This design comes from an exercise in tuning for small area, a short achievable clock period and few clock cycles per item on the open sky130 flow, not from production work. Function was checked by simulation only, so behaviour that the tests miss may differ from the original. Power and IR drop assume default switching activity.

Design frame_decoder, start of the top module:
module frame_decoder (
    input  wire        clk,
    input  wire        rst,           
    input  wire        cmd_valid,
    output reg         cmd_ready,
    input  wire [2:0]  cmd_op,
    input  wire [63:0] cmd_arg,
    output reg         rsp_valid,
    output wire [7:0]  rsp_status,
    output wire [7:0]  rsp_cause,
    output wire [63:0] rsp_result,
    input  wire        in_valid,
    output reg         in_ready,
    input  wire [7:0]  in_data,
    output wire        out_valid,
    input  wire        out_ready,
    output wire [7:0]  out_data
);
Size in the first run: roughly 610 flip-flops, ~170 I/O pins, about 31,000 sq um of cells after synthesis.
==> flow/config.mk <==
export PLATFORM = sky130hd
export DESIGN_NAME = frame_decoder
export DESIGN_NICKNAME = frame_decoder
export VERILOG_FILES = /design/flow/design.v
export SDC_FILE = /design/flow/constraint.sdc
export NUM_CORES = 4
export LEC_CHECK = 0
export CAP_MARGIN = 40
export CORE_MARGIN = 2
export CORE_UTILIZATION = 65
export CTS_BUF_LIST = sky130_fd_sc_hd__clkbuf_8
export CTS_CLUSTER_DIAMETER = 50
export CTS_CLUSTER_SIZE = 20
export PLACE_DENSITY = 0.72
export SLEW_MARGIN = 40
==> flow/constraint.sdc <==
create_clock -name core_clock -period 12.0 [get_ports {clk}]
set_input_delay 2.4000 -clock core_clock [delete_from_list [all_inputs] [get_ports {clk}]]
set_output_delay 2.4000 -clock core_clock [all_outputs]
set_load 0.01 [all_outputs]
standard.sh (not shown) runs the stock make flow with config.mk's settings and CLKGATE_MAP_FILE= SYNTH_SCRIPT=/design/flow/synth_recipe.tcl, a recipe that flattens the netlist after the stock synthesis.
==> flow/flow/run.sh <==
#!/bin/bash
# The standard layout (the standard.sh, unchanged synthesis), with two
# settings changed: timing repair aims at a setup slack of 8.0 ns instead of 0,
# so the layout reaches a shorter period, and the buffer put on every port is
# a buf_2 instead of the delay cell the resizer picks by default. Each ORFS
# step writes its own log under orfs/logs; make's output goes to the logs
# named below.
set -euo pipefail
bash standard.sh synth > synth_make.log 2>&1
bash standard.sh SETUP_SLACK_MARGIN=8.0 "BUFFER_PORTS_ARGS=-buffer_cell sky130_fd_sc_hd__buf_2" finish > layout_make.log 2>&1
Testbench counts at the start, summed over its fixed seeds: cycles 55,012, items 54,500.
Edit:
CORE_UTILIZATION = 55   (was 65)
CTS_CLUSTER_DIAMETER = unset   (was 50)
CTS_CLUSTER_SIZE = unset   (was 20)
PLACE_DENSITY = 0.65   (was 0.72)
Worst setup slack improves by 0.034 ns; non-clock buffer count goes up by 15; clock skew is about the same; worst hold slack barely changes; synthesized area stays the same; routed wire length rose by 4.1%; cell count rose by 6.9%; synthesized cell count stays the same; total power climbs by 9.1%.
Edit:
CORE_UTILIZATION = 65   (was 55)
CTS_CLUSTER_DIAMETER = 50   (was unset)
CTS_CLUSTER_SIZE = 16   (was unset)
PLACE_DENSITY = 0.72   (was 0.65)
What happened:
- The changed run completed without violations
- core utilization went up by 8.6 points
- total power went down by 10%
- cell area went down by 3.9%
- routed wire length went down by 4.0%
- worst setup slack got worse by 0.015 ns


## fjord
Starting RTL as in the previous note.
==> flow/design.v (excerpt) <==
module frame_decoder (
    input  wire        clk,
    input  wire        rst,           
    input  wire        cmd_valid,
    output reg         cmd_ready,
    input  wire [2:0]  cmd_op,
    input  wire [63:0] cmd_arg,
    output reg         rsp_valid,
    output wire [7:0]  rsp_status,
    output wire [7:0]  rsp_cause,
    output wire [63:0] rsp_result,
    input  wire        in_valid,
    output reg         in_ready,
    input  wire [7:0]  in_data,
    output wire        out_valid,
    input  wire        out_ready,
    output wire [7:0]  out_data
);
==> flow/config.mk <==
export PLATFORM = sky130hd
export DESIGN_NAME = frame_decoder
export DESIGN_NICKNAME = frame_decoder
export VERILOG_FILES = /design/flow/design.v
export SDC_FILE = /design/flow/constraint.sdc
export NUM_CORES = 4
export LEC_CHECK = 0
export CAP_MARGIN = 40
export CORE_MARGIN = 2
export CORE_UTILIZATION = 65
export CTS_BUF_LIST = sky130_fd_sc_hd__clkbuf_16
export CTS_CLUSTER_DIAMETER = 80
export CTS_CLUSTER_SIZE = 24
export PLACE_DENSITY = 0.72
export SLEW_MARGIN = 40
==> flow/constraint.sdc <==
create_clock -name core_clock -period 12.0 [get_ports {clk}]
set_input_delay 2.4000 -clock core_clock [delete_from_list [all_inputs] [get_ports {clk}]]
set_output_delay 2.4000 -clock core_clock [all_outputs]
set_load 0.01 [all_outputs]
Scripts as last shown in full above: flow/flow/run.sh
Testbench counts of fjord, summed over its fixed seeds: cycles 55,012, items 54,500.
> inputs changed (fjord -> maple)
- CTS_BUF_LIST now sky130_fd_sc_hd__clkbuf_8, was sky130_fd_sc_hd__clkbuf_16
- CTS_CLUSTER_DIAMETER no longer set, was 80
- CTS_CLUSTER_SIZE no longer set, was 24
==> comparison <==
- maple vs fjord, worst path setup slack after routing went up by 0.056 ns.
- Total stage count of the critical path on maple is down relative to fjord.
- Clock tree cell share of total cell area is higher on maple
- Going from fjord to maple, clock network power share has increased; met1 track utilization from global routing has decreased; combinational fraction of design power has decreased.
- Against fjord as the reference, maple delivers a lower via-per-instance ratio.
- fjord -> maple: wire length of the first global-routing pass increased slightly
#### Input delta (quartz over maple)
- ABC_AREA: unset -> 1
Findings:
Changes observed in quartz relative to maple: area used by multi-input combinational logic climbed about 2%; detailed-routed wire length on met2 climbed about 14%.
quartz against maple; site row count is up by a few percent.
Going from maple to quartz, routed length on met1 grows by about 20%.
Shortest period the worst path allows: quartz vs maple down 0.050 ns
quartz ends up with a number of instances in the synthesized netlist that is 31% higher than in maple.
In quartz, the wire length of the first global-routing pass came out 24 mm above the value in maple.
maple ended up with fewer cell instances than quartz did.
quartz reports its highest signal layer in the routed design as met4 while maple reports met5.
Side by side, post-route cell area turned out higher in quartz than in maple.

==> what the ideal ports hide <==
In the flow no input, the clock included, has a driving cell. The finished layouts below were timed again as built, in two steps. Step 1 sets driving cells, clkbuf_16 on the clock port and buf_2 on the other inputs (assumed; they add their load-dependent delay and slew). Step 2, shift: input delay + t, output delay - t, t = (earliest + latest rising clock arrival at the registers) / 2. This alone moves slack from input paths to output paths. a / b / c = ideal / step 1 / step 2; a / b = the first two.
run	shift t [ns]	slack for setup (ns)	hold slack, ns	worst setup path at the end	cell pins on the clock port's net
the first run of note 1	0.750	8.016 / 8.016 / 7.310	0.469 / 0.469 / 0.469	input to register	1
the second run of note 1	0.765	8.050 / 7.987 / 7.326	0.468 / 0.468 / 0.468	input to register	1
the third run of note 1	0.752	8.035 / 8.061 / 7.312	0.478 / 0.478 / 0.478	input to register	1
fjord	0.635	7.979 / 7.979 / 7.420	0.478 / 0.478 / 0.478	input to register	1
maple	0.746	8.035 / 8.065 / 7.318	0.459 / 0.459 / 0.459	input to register	1
quartz	0.784	8.084 / 8.025 / 7.358	0.455 / 0.455 / 0.455	input to register	1
After both steps every run listed still meets setup and hold. For quartz, which loses most, drivers alone change the setup slack by -0.059 ns; drivers and shift together by -0.726 ns.
